Background: an optimization exercise with open tools, aiming at small area, a short achievable clock period and few clock cycles. Do not read the settings as production practice. Function was checked by simulation only, so behaviour that the tests miss may differ from the original.

==> flow/design.v (excerpt) <==
module rde_sieve (
    input  wire        clk,
    input  wire        rst,
    input  wire        ld_en,
    input  wire [5:0]  ld_idx,
    input  wire [15:0] ld_data,
    input  wire        set_en,
    input  wire [63:0] set_lsb,
    input  wire [2:0]  set_mod6,
    input  wire        go,
    input  wire [1:0]  go_mode,
    input  wire [7:0]  go_count,
    output reg         out_valid,
    output reg  [63:0] out_lsb,
    output reg         done,
    output wire [63:0] lsb
);
For scale: ~11000 cells after synthesis, ~80000 um2 of cells after synthesis.
export LEC_CHECK = 0
export CAP_MARGIN = 50
export CORE_MARGIN = 2
export CORE_UTILIZATION = 30
export SLEW_MARGIN = 50
export SYNTH_HIERARCHICAL = 1
create_clock -name core_clock -period 25.0 [get_ports {clk}]
standard.sh (not shown) runs the stock make flow with config.mk's settings and CLKGATE_MAP_FILE= SYNTH_SCRIPT=/design/flow/synth_recipe.tcl, a recipe that flattens the netlist after the stock synthesis.
==> flow/flow/run.sh <==
#!/bin/bash
# Own layout flow: the standard ORFS flow (standard.sh, standard synthesis
# unchanged), with timing repair aiming at a setup slack margin so that the
# achieved period shrinks, ABC's buffers removed before placement (the
# resizer buffers the design itself), and more antenna repair iterations.
# The ORFS tools write their full logs under orfs/logs; this script's own
# output goes to run.log.
exec > run.log 2>&1
set -x
export SETUP_SLACK_MARGIN=18.2
export REMOVE_ABC_BUFFERS=1
export MAX_REPAIR_ANTENNAS_ITER_DRT=20
export MAX_REPAIR_ANTENNAS_ITER_GRT=10
bash standard.sh finish
Testbench counts at the start, summed over its fixed seeds: cycles 2,165.
==> next run, changes <==
--- a/flow/flow/run.sh
+++ b/flow/flow/run.sh
@@ -9,3 +9,3 @@
 set -x
-export SETUP_SLACK_MARGIN=18.2
+export SETUP_SLACK_MARGIN=18.5
 export REMOVE_ABC_BUFFERS=1
After rerunning:
- utilization goes up by 0.18 points
- final cell count came out higher by about 0.3%
- non-clock buffer count rose by 46
- count of clock-buffer cells in the layout is unchanged
- global-route usage hardly moves
- register-to-register slack improved by 100 ps
- wire length barely changes
- clock skew increases by 6.7 ps
- cell area is higher by 0.49%

---

the reference run:
rde_sieve, a different RTL version from the one above (not shown whole).
Size in the first run: ~10000 cells after synthesis.
## rde_sieve
module rde_sieve (
    input  wire        clk,
    input  wire        rst,
    input  wire        ld_en,
    input  wire [5:0]  ld_idx,
    input  wire [15:0] ld_data,
    input  wire        set_en,
    input  wire [63:0] set_lsb,
    input  wire [2:0]  set_mod6,
    input  wire        go,
    input  wire [1:0]  go_mode,
    input  wire [7:0]  go_count,
    output reg         out_valid,
    output reg  [63:0] out_lsb,
    output reg         done,
    output wire [63:0] lsb
);
export LEC_CHECK = 0
export CAP_MARGIN = 50
export CORE_MARGIN = 2
export CORE_UTILIZATION = 30
export CTS_CLUSTER_DIAMETER = 80
export CTS_CLUSTER_SIZE = 24
export SLEW_MARGIN = 50
export SYNTH_HIERARCHICAL = 1
create_clock -name core_clock -period 25.0 [get_ports {clk}]
==> flow/flow/run.sh <==
#!/bin/bash
# Own layout flow: the standard ORFS flow (standard.sh) with
#  - the standard synthesis script (synth_recipe.tcl), except that ABC maps
#    with flow/area.abc, an area-oriented script (the registers are unchanged),
#  - timing repair aiming at a setup slack margin (the achieved period shrinks),
#  - ABC's buffers removed before placement, more antenna repair iterations,
#  - gate sizing not restricted to cells of the same footprint,
#  - ports buffered with buf_2 (every port still gets its buffer).
# The ORFS tools write their full logs under orfs/logs; this script's own
# output goes to run.log.
exec > run.log 2>&1
set -x
HERE=$(pwd)
cat > my_synth.tcl <<EOT
proc abc {args} {
  set i [lsearch -exact \$args -script]
  set ga \$args
  if {\$i >= 0} { lset ga [expr {\$i + 1}] $HERE/flow/area.abc }
  yosys select rde_sieve_grp*
  yosys abc {*}\$ga
  yosys select -clear
  yosys select rde_sieve
  yosys abc {*}\$ga
  yosys select -clear
}
source $HERE/synth_recipe.tcl
EOT
sed -e "s|SYNTH_SCRIPT=[^ ]*synth_recipe.tcl|SYNTH_SCRIPT=$HERE/my_synth.tcl|" \
    -e 's|"\${@:-finish}"|MATCH_CELL_FOOTPRINT=0 "\${@:-finish}"|' standard.sh > my_standard.sh
grep -c my_synth.tcl my_standard.sh
export SETUP_SLACK_MARGIN=18.7
export BUFFER_PORTS_ARGS="-buffer_cell sky130_fd_sc_hd__buf_2"
export REMOVE_ABC_BUFFERS=1
export MAX_REPAIR_ANTENNAS_ITER_DRT=20
export MAX_REPAIR_ANTENNAS_ITER_GRT=10
bash my_standard.sh finish
==> flow/flow/area.abc <==
&get -n
&st
&dc2
&syn2
&dch -f
&nf -R 1000 -a
&put
In summary, the reference run completed successfully, with a layout that passed the timing, DRC and antenna checks.
Testbench counts of the reference run, summed over its fixed seeds: cycles 2,213.
## Diff of input files: the trial run against the reference run
Settings: SLEW_MARGIN now 40, was 50; CAP_MARGIN now 40, was 50.
-- flow/flow/run.sh --
<<< the reference run, line 3
#  - the standard synthesis script (synth_recipe.tcl), except that ABC maps
#    with flow/area.abc, an area-oriented script (the registers are unchanged),
>>> the trial run, line 3
#  - the standard synthesis script (synth_recipe.tcl), except that ABC maps the
#    lane group modules (rde_sieve_grp*) with flow/area.abc, an area-oriented
#    script; the top module keeps ORFS's script, and the registers are unchanged,
<<< the reference run, line 23
  yosys abc {*}\$ga
>>> the trial run, line 24
  yosys abc {*}\$args
<<< the reference run, line 31
export SETUP_SLACK_MARGIN=18.7
>>> the trial run, line 32
export SETUP_SLACK_MARGIN=18.6
The trial run reports its startpoint of the worst setup timing path as lsb_r[14]$_DFF_P_ while the reference run reports c_v$_SDFF_PP0_. As of the trial run, area of placed instances had risen slightly compared to the reference run. Re count of port buffers added during placement: no difference whatsoever between the reference run and the trial run. Compared with the reference run, the trial run shows first-iteration DRC count higher by 0.87%. Diff the reference run -> the trial run: post-synthesis to final-layout area growth lost 9.4 points, final critical-path required period lost 0.97 ns.

---

rde_sieve again, from the RTL that the note above started with.
Settings: LEC_CHECK=0, CAP_MARGIN=20, CORE_MARGIN=2, CORE_UTILIZATION=30, CTS_CLUSTER_DIAMETER=80, CTS_CLUSTER_SIZE=24, SLEW_MARGIN=20, SYNTH_HIERARCHICAL=1; clock period 25.0 ns.
==> flow/flow/run.sh <==
#!/bin/bash
# Own layout flow: the standard ORFS flow (standard.sh) with
#  - the standard synthesis script (synth_recipe.tcl), except that ABC maps the
#    lane group modules (rde_sieve_grp*) with flow/area.abc, an area-oriented
#    script; the top module keeps ORFS's script, and the registers are unchanged,
#  - timing repair aiming at a setup slack margin (the achieved period shrinks),
#  - ABC's buffers removed before placement, more antenna repair iterations,
#  - gate sizing not restricted to cells of the same footprint,
#  - ports buffered with buf_2 (every port still gets its buffer).
# The ORFS tools write their full logs under orfs/logs; this script's own
# output goes to run.log.
exec > run.log 2>&1
set -x
HERE=$(pwd)
cat > my_synth.tcl <<EOT
proc abc {args} {
  set i [lsearch -exact \$args -script]
  set ga \$args
  if {\$i >= 0} { lset ga [expr {\$i + 1}] $HERE/flow/area.abc }
  yosys select rde_sieve_grp*
  yosys abc {*}\$ga
  yosys select -clear
  yosys select rde_sieve
  yosys abc {*}\$args
  yosys select -clear
}
source $HERE/synth_recipe.tcl
EOT
sed -e "s|SYNTH_SCRIPT=[^ ]*synth_recipe.tcl|SYNTH_SCRIPT=$HERE/my_synth.tcl|" \
    -e 's|"\${@:-finish}"|MATCH_CELL_FOOTPRINT=0 "\${@:-finish}"|' standard.sh > my_standard.sh
grep -c my_synth.tcl my_standard.sh
export SETUP_SLACK_MARGIN=18.7
export BUFFER_PORTS_ARGS="-buffer_cell sky130_fd_sc_hd__buf_2"
export REMOVE_ABC_BUFFERS=1
export MAX_REPAIR_ANTENNAS_ITER_DRT=20
export MAX_REPAIR_ANTENNAS_ITER_GRT=10
bash my_standard.sh finish
Scripts as last shown in full above: flow/flow/area.abc
Testbench counts at the start, summed over its fixed seeds: cycles 2,213.
Then changed:
--- a/flow/flow/run.sh
+++ b/flow/flow/run.sh
@@ -31,3 +31,3 @@
 grep -c my_synth.tcl my_standard.sh
-export SETUP_SLACK_MARGIN=18.7
+export SETUP_SLACK_MARGIN=18.6
 export BUFFER_PORTS_ARGS="-buffer_cell sky130_fd_sc_hd__buf_2"
CAP_MARGIN = 50   (was 20)
CORE_UTILIZATION = 38   (was 30)
SLEW_MARGIN = 50   (was 20)
After rerunning: Global-route usage went up by 8.0 points. Worst setup slack got worse by 0.043 ns. Via count rises by a few percent. Final area falls slightly. Count of clock-buffer cells in the layout falls by 6. Wire length is lower by a few percent. Area after synthesis stays the same. Core utilization increases by 8.4 points. Sequential cell count stays the same.
Then changed:
CAP_MARGIN = 30   (was 50)
CORE_UTILIZATION = 30   (was 38)
SLEW_MARGIN = 30   (was 50)
The changed run completed without violations.
Fmax barely changes.
Cell area went up by 0.58%.
Synthesized cell count stays the same.

---

== wip/umber ==
rde_sieve again, from the RTL that the note above started with.
export LEC_CHECK = 0
export CAP_MARGIN = 50
export CORE_MARGIN = 2
export CORE_UTILIZATION = 35
export CTS_CLUSTER_DIAMETER = 80
export CTS_CLUSTER_SIZE = 24
export SLEW_MARGIN = 50
export SYNTH_HIERARCHICAL = 1
create_clock -name core_clock -period 25.0 [get_ports {clk}]
==> flow/flow/run.sh <==
#!/bin/bash
# Own layout flow: the standard ORFS flow (standard.sh) with
#  - the standard synthesis script (synth_recipe.tcl), except that ABC maps the
#    lane group modules (rde_sieve_grp*) with flow/area.abc, an area-oriented
#    script; the top module keeps ORFS's script, and the registers are unchanged,
#  - timing repair aiming at a setup slack margin (the achieved period shrinks),
#  - ABC's buffers removed before placement, more antenna repair iterations,
#  - gate sizing not restricted to cells of the same footprint.
# The ORFS tools write their full logs under orfs/logs; this script's own
# output goes to run.log.
exec > run.log 2>&1
set -x
HERE=$(pwd)
cat > my_synth.tcl <<EOT
proc abc {args} {
  set i [lsearch -exact \$args -script]
  set ga \$args
  if {\$i >= 0} { lset ga [expr {\$i + 1}] $HERE/flow/area.abc }
  yosys select rde_sieve_grp*
  yosys abc {*}\$ga
  yosys select -clear
  yosys select rde_sieve
  yosys abc {*}\$args
  yosys select -clear
}
source $HERE/synth_recipe.tcl
EOT
sed -e "s|SYNTH_SCRIPT=[^ ]*synth_recipe.tcl|SYNTH_SCRIPT=$HERE/my_synth.tcl|" \
    -e 's|"\${@:-finish}"|MATCH_CELL_FOOTPRINT=0 "\${@:-finish}"|' standard.sh > my_standard.sh
grep -c my_synth.tcl my_standard.sh
export SETUP_SLACK_MARGIN=18.5
export REMOVE_ABC_BUFFERS=1
export MAX_REPAIR_ANTENNAS_ITER_DRT=20
export MAX_REPAIR_ANTENNAS_ITER_GRT=10
bash my_standard.sh finish
Scripts as last shown in full above: flow/flow/area.abc
Testbench counts of wip/umber, summed over its fixed seeds: cycles 2,213.
Setup changes, wip/umber to wip/raven
==> flow/flow/run.sh <==
#!/bin/bash
# Own layout flow: the standard ORFS flow (standard.sh) with
#  - the standard synthesis script (synth_recipe.tcl), except that ABC maps the
#    lane group modules (rde_sieve_grp*) with flow/area.abc, an area-oriented
#    script, and the top module with flow/top.abc, one round of ORFS's speed
#    script; the registers are unchanged,
#  - timing repair aiming at a setup slack margin (the achieved period shrinks),
#  - ABC's buffers removed before placement, more antenna repair iterations,
#  - gate sizing not restricted to cells of the same footprint,
#  - ports buffered with buf_2 (every port still gets its buffer).
# The ORFS tools write their full logs under orfs/logs; this script's own
# output goes to run.log.
exec > run.log 2>&1
set -x
HERE=$(pwd)
cat > my_synth.tcl <<EOT
proc abc {args} {
  set i [lsearch -exact \$args -script]
  set ga \$args
  set ta \$args
  if {\$i >= 0} {
    lset ga [expr {\$i + 1}] $HERE/flow/area.abc
    lset ta [expr {\$i + 1}] $HERE/flow/top.abc
  }
  yosys select rde_sieve_grp*
  yosys abc {*}\$ga
  yosys select -clear
  yosys select rde_sieve
  yosys abc {*}\$ta
  yosys select -clear
}
source $HERE/synth_recipe.tcl
EOT
sed -e "s|SYNTH_SCRIPT=[^ ]*synth_recipe.tcl|SYNTH_SCRIPT=$HERE/my_synth.tcl|" \
    -e 's|"\${@:-finish}"|MATCH_CELL_FOOTPRINT=0 "\${@:-finish}"|' standard.sh > my_standard.sh
grep -c my_synth.tcl my_standard.sh
export SETUP_SLACK_MARGIN=18.6
export BUFFER_PORTS_ARGS="-buffer_cell sky130_fd_sc_hd__buf_2"
export REMOVE_ABC_BUFFERS=1
export MAX_REPAIR_ANTENNAS_ITER_DRT=20
export MAX_REPAIR_ANTENNAS_ITER_GRT=10
bash my_standard.sh finish
==> flow/flow/top.abc (new file) <==
&get -n
&st
&dch
&nf
&st
&syn2
&if -g -K 6
&synch2
&nf
&put
buffer -c
topo
stime -c
upsize -c
dnsize -c
--- a/flow/config.mk
+++ b/flow/config.mk
@@ -6,9 +6,9 @@
 export NUM_CORES = 8
 export LEC_CHECK = 0
-export CAP_MARGIN = 50
+export CAP_MARGIN = 20
 export CORE_MARGIN = 2
-export CORE_UTILIZATION = 35
+export CORE_UTILIZATION = 30
 export CTS_CLUSTER_DIAMETER = 80
 export CTS_CLUSTER_SIZE = 24
-export SLEW_MARGIN = 50
+export SLEW_MARGIN = 20
 export SYNTH_HIERARCHICAL = 1
--- outcome ---
Measured against each other, wip/umber and wip/raven differ in layout overhead on the synthesized area, the lower figure coming from wip/raven.
--- input diff wip/raven..wip/violet ---
==> flow/flow/run.sh <==
#!/bin/bash
# Own layout flow: the standard ORFS flow (standard.sh) with
#  - the standard synthesis script (synth_recipe.tcl), except that ABC maps the
#    lane group modules (rde_sieve_grp*) with flow/area.abc, an area-oriented
#    script; the top module keeps ORFS's script, and the registers are unchanged,
#  - timing repair aiming at a setup slack margin (the achieved period shrinks),
#  - ABC's buffers removed before placement, more antenna repair iterations,
#  - gate sizing not restricted to cells of the same footprint.
# The ORFS tools write their full logs under orfs/logs; this script's own
# output goes to run.log.
exec > run.log 2>&1
set -x
HERE=$(pwd)
cat > my_synth.tcl <<EOT
proc abc {args} {
  set i [lsearch -exact \$args -script]
  set ga \$args
  if {\$i >= 0} { lset ga [expr {\$i + 1}] $HERE/flow/area.abc }
  yosys select rde_sieve_grp*
  yosys abc {*}\$ga
  yosys select -clear
  yosys select rde_sieve
  yosys abc {*}\$args
  yosys select -clear
}
source $HERE/synth_recipe.tcl
EOT
sed -e "s|SYNTH_SCRIPT=[^ ]*synth_recipe.tcl|SYNTH_SCRIPT=$HERE/my_synth.tcl|" \
    -e 's|"\${@:-finish}"|MATCH_CELL_FOOTPRINT=0 "\${@:-finish}"|' standard.sh > my_standard.sh
grep -c my_synth.tcl my_standard.sh
export SETUP_SLACK_MARGIN=18.5
export REMOVE_ABC_BUFFERS=1
export MAX_REPAIR_ANTENNAS_ITER_DRT=20
export MAX_REPAIR_ANTENNAS_ITER_GRT=10
bash my_standard.sh finish
--- a/flow/config.mk
+++ b/flow/config.mk
@@ -6,9 +6,9 @@
 export NUM_CORES = 8
 export LEC_CHECK = 0
-export CAP_MARGIN = 20
+export CAP_MARGIN = 50
 export CORE_MARGIN = 2
 export CORE_UTILIZATION = 30
 export CTS_CLUSTER_DIAMETER = 80
 export CTS_CLUSTER_SIZE = 24
-export SLEW_MARGIN = 20
+export SLEW_MARGIN = 50
 export SYNTH_HIERARCHICAL = 1
removed: flow/flow/top.abc
## What came out
- Diff wip/raven -> wip/violet: global-route usage picked up an extra 0.68 points; synthesized instance count picked up an extra 0.41%; register-to-register setup slack picked up an extra 0.27 ns; via density per instance picked up an extra about 0.5%.
Edits applied to the flow inputs when going from wip/violet to wip/quartz:
--- a/flow/flow/run.sh
+++ b/flow/flow/run.sh
@@ -6,5 +6,6 @@
 #  - timing repair aiming at a setup slack margin (the achieved period shrinks),
 #  - ABC's buffers removed before placement, more antenna repair iterations,
-#  - gate sizing not restricted to cells of the same footprint.
+#  - gate sizing not restricted to cells of the same footprint,
+#  - ports buffered with buf_2 (every port still gets its buffer).
 # The ORFS tools write their full logs under orfs/logs; this script's own
 # output goes to run.log.
@@ -29,5 +30,6 @@
     -e 's|"\${@:-finish}"|MATCH_CELL_FOOTPRINT=0 "\${@:-finish}"|' standard.sh > my_standard.sh
 grep -c my_synth.tcl my_standard.sh
-export SETUP_SLACK_MARGIN=18.5
+export SETUP_SLACK_MARGIN=18.6
+export BUFFER_PORTS_ARGS="-buffer_cell sky130_fd_sc_hd__buf_2"
 export REMOVE_ABC_BUFFERS=1
 export MAX_REPAIR_ANTENNAS_ITER_DRT=20
--- a/flow/config.mk
+++ b/flow/config.mk
@@ -6,9 +6,9 @@
 export NUM_CORES = 8
 export LEC_CHECK = 0
-export CAP_MARGIN = 50
+export CAP_MARGIN = 20
 export CORE_MARGIN = 2
-export CORE_UTILIZATION = 30
+export CORE_UTILIZATION = 33
 export CTS_CLUSTER_DIAMETER = 80
 export CTS_CLUSTER_SIZE = 24
-export SLEW_MARGIN = 50
+export SLEW_MARGIN = 20
 export SYNTH_HIERARCHICAL = 1
Findings:
Both conditions hold for wip/quartz: the flow ran to the end and the final layout passed the timing, DRC and antenna checks. Delta (wip/quartz minus wip/violet): cell count now sits lower; global-route wire length before repair now sits higher. wip/quartz vs. wip/violet: post-route worst hold slack went up; number of placement rows saw a decrease; routed wire length rose by 34 mm. Relative to wip/violet, the clock-buffer cell count of wip/quartz is lower by 11%. The share of cell area taken by flip-flops and latches in wip/quartz sits 0.85 points above the value recorded for wip/violet. The run showing the greater final non-filler cell area is wip/violet.
> inputs changed (wip/quartz -> wip/lagoon)
--- a/flow/flow/run.sh
+++ b/flow/flow/run.sh
@@ -5,7 +5,5 @@
 #    script; the top module keeps ORFS's script, and the registers are unchanged,
 #  - timing repair aiming at a setup slack margin (the achieved period shrinks),
-#  - ABC's buffers removed before placement, more antenna repair iterations,
-#  - gate sizing not restricted to cells of the same footprint,
-#  - ports buffered with buf_2 (every port still gets its buffer).
+#  - ABC's buffers removed before placement, more antenna repair iterations.
 # The ORFS tools write their full logs under orfs/logs; this script's own
 # output goes to run.log.
@@ -27,9 +25,7 @@
 source $HERE/synth_recipe.tcl
 EOT
-sed -e "s|SYNTH_SCRIPT=[^ ]*synth_recipe.tcl|SYNTH_SCRIPT=$HERE/my_synth.tcl|" \
-    -e 's|"\${@:-finish}"|MATCH_CELL_FOOTPRINT=0 "\${@:-finish}"|' standard.sh > my_standard.sh
+sed "s|SYNTH_SCRIPT=[^ ]*synth_recipe.tcl|SYNTH_SCRIPT=$HERE/my_synth.tcl|" standard.sh > my_standard.sh
 grep -c my_synth.tcl my_standard.sh
-export SETUP_SLACK_MARGIN=18.6
-export BUFFER_PORTS_ARGS="-buffer_cell sky130_fd_sc_hd__buf_2"
+export SETUP_SLACK_MARGIN=18.5
 export REMOVE_ABC_BUFFERS=1
 export MAX_REPAIR_ANTENNAS_ITER_DRT=20
--- a/flow/config.mk
+++ b/flow/config.mk
@@ -6,9 +6,9 @@
 export NUM_CORES = 8
 export LEC_CHECK = 0
-export CAP_MARGIN = 20
+export CAP_MARGIN = 50
 export CORE_MARGIN = 2
-export CORE_UTILIZATION = 33
+export CORE_UTILIZATION = 30
 export CTS_CLUSTER_DIAMETER = 80
 export CTS_CLUSTER_SIZE = 24
-export SLEW_MARGIN = 20
+export SLEW_MARGIN = 50
 export SYNTH_HIERARCHICAL = 1
Notes after the runs:
On die area, wip/quartz beats wip/lagoon.
Measured against each other, wip/quartz and wip/lagoon differ in largest clock skew in the final design, the higher figure coming from wip/quartz.
For the final worst-path cycle share, wip/lagoon came in 0.34 points higher than wip/quartz did.
The run showing the smaller wire length on met2 is wip/lagoon.
Changes in wip/sierra relative to wip/lagoon:
--- a/flow/config.mk
+++ b/flow/config.mk
@@ -9,6 +9,4 @@
 export CORE_MARGIN = 2
 export CORE_UTILIZATION = 30
-export CTS_CLUSTER_DIAMETER = 80
-export CTS_CLUSTER_SIZE = 24
 export SLEW_MARGIN = 50
 export SYNTH_HIERARCHICAL = 1
Findings:
wip/sierra finished all stages; the layout is clean. Changes observed in wip/sierra relative to wip/lagoon: final-layout fill cell count flat; number of cells on the worst hold path went up 1. wip/lagoon → wip/sierra: all-layer global routing usage neither gained nor lost much, critical path's largest stage delay now larger, layout buffering overhead excluding clock cells now sits at about the same level. Summary of wip/sierra over wip/lagoon: first-iteration DRC count went up 53, proportion of cell area occupied by registers now smaller, non-clock buffer count increased 11.

## what the ideal ports hide
In the flow no input, the clock included, has a driving cell. The finished layouts below were timed again as built, in two steps. Step 1 (the two cells are an assumption about what drives the block):
set clk [get_ports {clk}]
set_driving_cell -lib_cell sky130_fd_sc_hd__clkbuf_16 $clk
set_driving_cell -lib_cell sky130_fd_sc_hd__buf_2 [delete_from_list [all_inputs] $clk]
Step 2 adds t to the input delays and takes it off the output delays; t is the mean of the earliest and latest rising clock arrival at the registers after step 1. Input paths then give back, and output paths get back, about the clock's delay inside the block. a / b / c = ideal ports / drivers / drivers and shift; a / b = the first two.
| run | t, ns | setup slack, ns | slew at the worst register clock pin (ns) | worst slew at a driven data input, ns |
|---|---|---|---|---|
| the first run of note 1 | 0.960 | 16.363 / 16.363 / 15.901 | 0.09 / 0.09 | 0.12 |
| the second run of note 1 | 0.964 | 16.464 / 16.464 / 15.877 | 0.09 / 0.09 | 0.12 |
| the reference run | 0.881 | 17.644 / 17.644 / 17.644 | 0.09 / 0.09 | 0.16 |
| the trial run | 0.855 | 18.618 / 18.523 / 17.970 | 0.10 / 0.10 | 0.08 |
| the first run of note 3 | 0.840 | 18.642 / 18.549 / 18.040 | 0.10 / 0.10 | 0.09 |
| the second run of note 3 | 0.877 | 18.598 / 18.493 / 17.918 | 0.10 / 0.10 | 0.21 |
| the third run of note 3 | 0.867 | 18.599 / 18.513 / 17.979 | 0.10 / 0.10 | 0.08 |
| wip/umber | 0.861 | 18.537 / 18.449 / 17.890 | 0.10 / 0.10 | 0.13 |
| wip/raven | 0.857 | 18.494 / 18.494 / 17.948 | 0.10 / 0.10 | 0.10 |
| wip/violet | 0.853 | 18.553 / 18.448 / 17.783 | 0.10 / 0.10 | 0.12 |
| wip/quartz | 0.865 | 18.626 / 18.526 / 17.841 | 0.10 / 0.10 | 0.13 |
| wip/lagoon | 0.841 | 18.542 / 18.444 / 17.826 | 0.10 / 0.10 | 0.11 |
| wip/sierra | 0.897 | 18.515 / 18.449 / 17.697 | 0.07 / 0.07 | 0.11 |
After both steps setup and hold are still met in every run listed. The setup slack of wip/sierra, which loses most, moves by -0.066 ns with the drivers and by -0.818 ns with both steps.
